What follows belongs to an exercise in optimizing a design on an open flow for small area, a short achievable clock period and few clock cycles; a production flow would make more cautious choices. In this exercise RTL edits were held to simulation tests only and were not proved equivalent to the original. Power is estimated from default activity; no workload was simulated.

// mmu_pagewalker
module mmu_pagewalker (
    input  wire        clk,
    input  wire        rst,
    input  wire        req_valid,
    output reg         req_ready,
    input  wire [1:0]  req_cmd,
    input  wire [15:0] req_wdata,
    input  wire [31:0] req_va,
    input  wire        req_user,
    input  wire        req_write,
    input  wire        req_fetch,
    input  wire        req_suppress,
    input  wire [3:0]  req_atype,
    output reg         rsp_valid,
    output reg  [1:0]  rsp_kind,
    output reg  [31:0] rsp_data,
    output reg         mem_valid,
    output reg         mem_we,
    output reg  [31:0] mem_addr,
    output wire [15:0] mem_wdata,
    input  wire        mem_ready,
    input  wire [31:0] mem_rdata
);
For scale: ~380 flip-flops, ~180 I/O pins, about 17000 um2 of cells after synthesis.
export LEC_CHECK = 0
export CAP_MARGIN = 20
export CORE_MARGIN = 2
export CORE_UTILIZATION = 65
export CTS_CLUSTER_DIAMETER = 120
export CTS_CLUSTER_SIZE = 20
export PLACE_DENSITY = 0.65
export SETUP_SLACK_MARGIN = 5
export SLEW_MARGIN = 20
export TNS_END_PERCENT = 0
create_clock -name core_clock -period 7.0 [get_ports {clk}]
standard.sh (not shown) runs the stock make flow with config.mk's settings and CLKGATE_MAP_FILE= SYNTH_SCRIPT=/design/flow/synth_recipe.tcl, a recipe that flattens the netlist after the stock synthesis.
==> flow/flow/run.sh <==
#!/bin/bash
# The standard layout (standard.sh, all steps), with two changes:
# - the ports are buffered with plain buf_1 cells instead of the delay cells
#   buffer_ports picks by default (the resizer upsizes them where needed);
# - clock tree synthesis gets the same arguments as the standard flow builds
#   from config.mk (sink clusters of 20, at most 120 um across), plus
#   -dont_use_dummy_load, so no load-balancing dummy cells are added.
# Make's full output goes to std_flow.log in this folder; the tools' own logs
# are under orfs/logs/.
set -euo pipefail
export BUFFER_PORTS_ARGS="-buffer_cell sky130_fd_sc_hd__buf_1"
export CTS_ARGS="-sink_clustering_enable -repair_clock_nets -sink_clustering_size 20 -sink_clustering_max_diameter 120 -dont_use_dummy_load"
bash standard.sh > std_flow.log 2>&1
The first run completed with no timing, DRC or antenna violations.
Testbench counts at the start, summed over its fixed seeds: cycles 43,154.
Change:
==> flow/flow/run.sh (replaced) <==
#!/bin/bash
# The standard layout (standard.sh, all steps), except that the ports are
# buffered with plain buf_1 cells instead of the delay cells buffer_ports picks
# by default. Make's full output goes to std_flow.log in this folder; the
# tools' own logs are under orfs/logs/.
set -euo pipefail
export BUFFER_PORTS_ARGS="-buffer_cell sky130_fd_sc_hd__buf_1"
bash standard.sh > std_flow.log 2>&1
Worst hold slack hardly moves. Routed wire length barely changes. Power goes up by a few percent. Setup slack gets better by 38 ps. Sequential share of layout area decreases by 0.23 points. Critical path depth drops by 5. Cell count is higher slightly. Sequential cell count does not change. Synthesized cell count stays the same. Die area does not change.
Change:
==> flow/flow/run.sh (replaced) <==
#!/bin/bash
# The standard layout (standard.sh, all steps), with two changes:
# - the ports are buffered with plain buf_1 cells instead of the delay cells
#   buffer_ports picks by default (the resizer upsizes them where needed);
# - clock tree synthesis gets the same arguments as the standard flow builds
#   from config.mk (sink clusters of 25, at most 150 um across), plus
#   -dont_use_dummy_load, so no load-balancing dummy cells are added.
# Make's full output goes to std_flow.log in this folder; the tools' own logs
# are under orfs/logs/.
set -euo pipefail
export BUFFER_PORTS_ARGS="-buffer_cell sky130_fd_sc_hd__buf_1"
export CTS_ARGS="-sink_clustering_enable -repair_clock_nets -sink_clustering_size 25 -sink_clustering_max_diameter 150 -dont_use_dummy_load"
bash standard.sh > std_flow.log 2>&1
- CTS_CLUSTER_DIAMETER: 120 -> 150
- CTS_CLUSTER_SIZE: 20 -> 25
Outcome: Total power drops by a few percent; die area is unchanged; sequential power hardly moves; routed wire length barely changes; core utilization came out lower by 0.64 points.

---

Another version of the RTL of mmu_pagewalker (not shown whole).
Size: about 1700 cells after synthesis, about 390 flip-flops, about 0.019 mm^2 of cells after synthesis.
## mmu_pagewalker
module mmu_pagewalker (
    input  wire        clk,
    input  wire        rst,
    input  wire        req_valid,
    output reg         req_ready,
    input  wire [1:0]  req_cmd,
    input  wire [15:0] req_wdata,
    input  wire [31:0] req_va,
    input  wire        req_user,
    input  wire        req_write,
    input  wire        req_fetch,
    input  wire        req_suppress,
    input  wire [3:0]  req_atype,
    output reg         rsp_valid,
    output reg  [1:0]  rsp_kind,
    output reg  [31:0] rsp_data,
    output reg         mem_valid,
    output reg         mem_we,
    output reg  [31:0] mem_addr,
    output wire [15:0] mem_wdata,
    input  wire        mem_ready,
    input  wire [31:0] mem_rdata
);
    localparam [1:0] CMD_WRITE  = 2'd0;
    localparam [1:0] CMD_STATUS = 2'd1;
    localparam [1:0] CMD_RESULT = 2'd2;
    localparam [1:0] CMD_XLATE  = 2'd3;
    localparam [1:0] KIND_COMPLETE = 2'd0;
    localparam [1:0] KIND_ABORT    = 2'd1;
    localparam [1:0] KIND_CANCEL   = 2'd2;
    localparam [15:0] ID_BYTE = 16'h001E;
    localparam [3:0] SEL_BPR0 = 4'd0;
    localparam [3:0] SEL_BPR1 = 4'd1;
    localparam [3:0] SEL_PF0  = 4'd4;
    localparam [3:0] SEL_PF1  = 4'd5;
    localparam [3:0] SEL_SC   = 4'd8;
  ...
==> flow/config.mk <==
export PLATFORM = sky130hd
export DESIGN_NAME = mmu_pagewalker
export DESIGN_NICKNAME = mmu_pagewalker
export VERILOG_FILES = /design/flow/design.v
export SDC_FILE = /design/flow/constraint.sdc
export NUM_CORES = 4
export LEC_CHECK = 0
export CAP_MARGIN = 20
export CORE_MARGIN = 2
export CORE_UTILIZATION = 65
export CTS_CLUSTER_DIAMETER = 120
export CTS_CLUSTER_SIZE = 20
export PLACE_DENSITY = 0.65
export SETUP_SLACK_MARGIN = 5
export SLEW_MARGIN = 20
export TNS_END_PERCENT = 0
==> flow/constraint.sdc <==
create_clock -name core_clock -period 7.0 [get_ports {clk}]
set_input_delay 1.4000 -clock core_clock [delete_from_list [all_inputs] [get_ports {clk}]]
set_output_delay 1.4000 -clock core_clock [all_outputs]
set_load 0.01 [all_outputs]
==> flow/flow/run.sh <==
#!/bin/bash
# The standard layout (standard.sh, all steps), except that the ports are
# buffered with plain buf_2 cells instead of the delay cells buffer_ports picks
# by default. Make's full output goes to std_flow.log in this folder; the
# tools' own logs are under orfs/logs/.
set -euo pipefail
export BUFFER_PORTS_ARGS="-buffer_cell sky130_fd_sc_hd__buf_2"
bash standard.sh > std_flow.log 2>&1
The starting point completed with no timing, DRC or antenna violations.
Testbench counts at the start, summed over its fixed seeds: cycles 43,154.
Edit:
Settings changed: CORE_UTILIZATION 65 to 55, CTS_BUF_LIST from default to sky130_fd_sc_hd__clkbuf_8, CTS_CLUSTER_DIAMETER 120 to default, CTS_CLUSTER_SIZE 20 to default, PLACE_DENSITY 0.65 to 0.6.
Outcome: Flip-flop and latch count stays the same. Design area is higher slightly. Worst setup slack loses 47 ps. Wire length rises by a few percent. Core utilization shrinks by 12 points. Worst hold slack gets worse by 8.1 ps. Area after synthesis is unchanged.
Edit:
Settings changed: CORE_UTILIZATION 55 to 65, CTS_BUF_LIST sky130_fd_sc_hd__clkbuf_8 to default, CTS_CLUSTER_DIAMETER from default to 150, CTS_CLUSTER_SIZE from default to 25, PLACE_DENSITY 0.6 to 0.65.
Result: Wire length goes down by 0.72%. Clock-buffer cell count shrinks by 38. Design area decreases by 0.73%. Critical path depth rises by 4. Worst hold slack improved by 9.5 ps.
Edit:
==> flow/run.sh (new file) <==
#!/bin/bash
# synth_recipe.tcl (not shown) runs the flow's synth.tcl, then flattens the netlist and writes it again
# the make line also repeats each setting of config.mk as NAME=value (left out here)
make -C /OpenROAD-flow-scripts/flow DESIGN_CONFIG=/design/flow/config.mk WORK_HOME=/design/flow/orfs CLKGATE_MAP_FILE= SYNTH_SCRIPT=/design/flow/synth_recipe.tcl finish
Settings changed: CORE_UTILIZATION 65 to 55, CTS_BUF_LIST from default to sky130_fd_sc_hd__clkbuf_8, CTS_CLUSTER_DIAMETER 150 to default, CTS_CLUSTER_SIZE 25 to default, PLACE_DENSITY 0.65 to 0.6.
removed: flow/flow/run.sh
removed: flow/standard.sh
Result: Via count is higher slightly. Routed wire length is higher by roughly a tenth. Non-clock buffer count is higher by 25. Synthesized cell count is unchanged. Cell area is higher by a little under a tenth. Count of clock-buffer cells in the layout is higher by 47. Clock skew is higher by 7.7 ps. Area after synthesis does not change. Critical path depth is higher by 1. Maximum frequency is lower by a few percent.

---

## rev 12
mmu_pagewalker, a different RTL version from the one above (not shown whole).
For scale: about 0.018 mm2 of cells after synthesis.
export LEC_CHECK = 0
export CAP_MARGIN = 20
export CORE_MARGIN = 2
export CORE_UTILIZATION = 65
export CTS_CLUSTER_DIAMETER = 120
export CTS_CLUSTER_SIZE = 20
export PLACE_DENSITY = 0.65
export SETUP_SLACK_MARGIN = 5
export SLEW_MARGIN = 20
export TNS_END_PERCENT = 0
create_clock -name core_clock -period 7.0 [get_ports {clk}]
==> flow/flow/run.sh <==
#!/bin/bash
# The standard layout (standard.sh, all steps), except that the ports are
# buffered with plain buf_2 cells instead of the delay cells buffer_ports picks
# by default. Make's full output goes to std_flow.log in this folder; the
# tools' own logs are under orfs/logs/.
set -euo pipefail
export BUFFER_PORTS_ARGS="-buffer_cell sky130_fd_sc_hd__buf_2"
bash standard.sh > std_flow.log 2>&1
Having completed the whole flow, rev 12 delivered a layout that passed the timing, DRC and antenna checks.
Testbench counts of rev 12, summed over its fixed seeds: cycles 43,154.
[inputs] rev 13 vs rev 12
-- flow/config.mk --
<<< rev 12, line 10
export CORE_UTILIZATION = 65
export CTS_CLUSTER_DIAMETER = 120
export CTS_CLUSTER_SIZE = 20
export PLACE_DENSITY = 0.65
>>> rev 13, line 10
export CORE_UTILIZATION = 65
export CTS_CLUSTER_DIAMETER = 150
export CTS_CLUSTER_SIZE = 25
export PLACE_DENSITY = 0.65
--- outcome ---
Rev 13 reached the final stage; the timing, DRC and antenna checks on its layout passed.
Rev 13 consumes less power than rev 12 does.
Changes observed in rev 13 relative to rev 12: global-route usage ~0 delta; total stage count of the critical path +8; area of the core ~0 delta.
Rev 13 — number of non-clock buffers in the layout 1 higher, rev 12 as reference
Higher proportion of cell area occupied by multi-input gates goes to rev 13 over rev 12.
The critical path buffer and inverter count number comes out higher for rev 13 vs rev 12.
Rev 13: actual slew at the worst max-slew pin 0.13 ns below rev 12
After detailed routing, rev 12 needs less wire than rev 13.
Rev 13 ended with less area growth from synthesis to layout than rev 12.
Average vias per placed instance (lower): rev 12

-- afterwards: timing with drivers on the ports --
No port has a modelled driver above. Below, the same layouts with a new extraction and two added sets of constraints. Step 1: set_driving_cell puts a clkbuf_16 on clk and a buf_2 on each other input, an assumption about the parent block. Step 2 also shifts input and output timing later by t, the mid clock arrival at the registers, as if the neighbouring blocks saw the same clock. Slacks: ideal / step 1 / step 2; pairs: ideal / step 1.
run | t, ns | setup slack, ns | latest minus earliest clock arrival (ns)
the first run of note 1 | 0.573 | 4.434 / 4.426 / 3.943 | 0.052 / 0.052
the second run of note 1 | 0.591 | 4.473 / 4.419 / 3.943 | 0.034 / 0.034
the third run of note 1 | 0.568 | 4.481 / 4.428 / 3.937 | 0.061 / 0.061
the first run of note 2 | 0.603 | 4.368 / 4.352 / 3.800 | 0.021 / 0.021
the second run of note 2 | 0.660 | 4.321 / 4.268 / 3.708 | 0.030 / 0.030
the third run of note 2 | 0.595 | 4.396 / 4.363 / 3.804 | 0.022 / 0.022
the fourth run of note 2 | 0.665 | 4.281 / 4.261 / 3.643 | 0.029 / 0.030
rev 12 | 0.585 | 4.285 / 4.234 / 3.742 | 0.023 / 0.023
rev 13 | 0.579 | 4.352 / 4.372 / 3.794 | 0.033 / 0.033
After both steps every run listed still meets setup and hold. For the fourth run of note 2, which loses most, drivers alone change the setup slack by -0.020 ns; drivers and shift together by -0.638 ns.
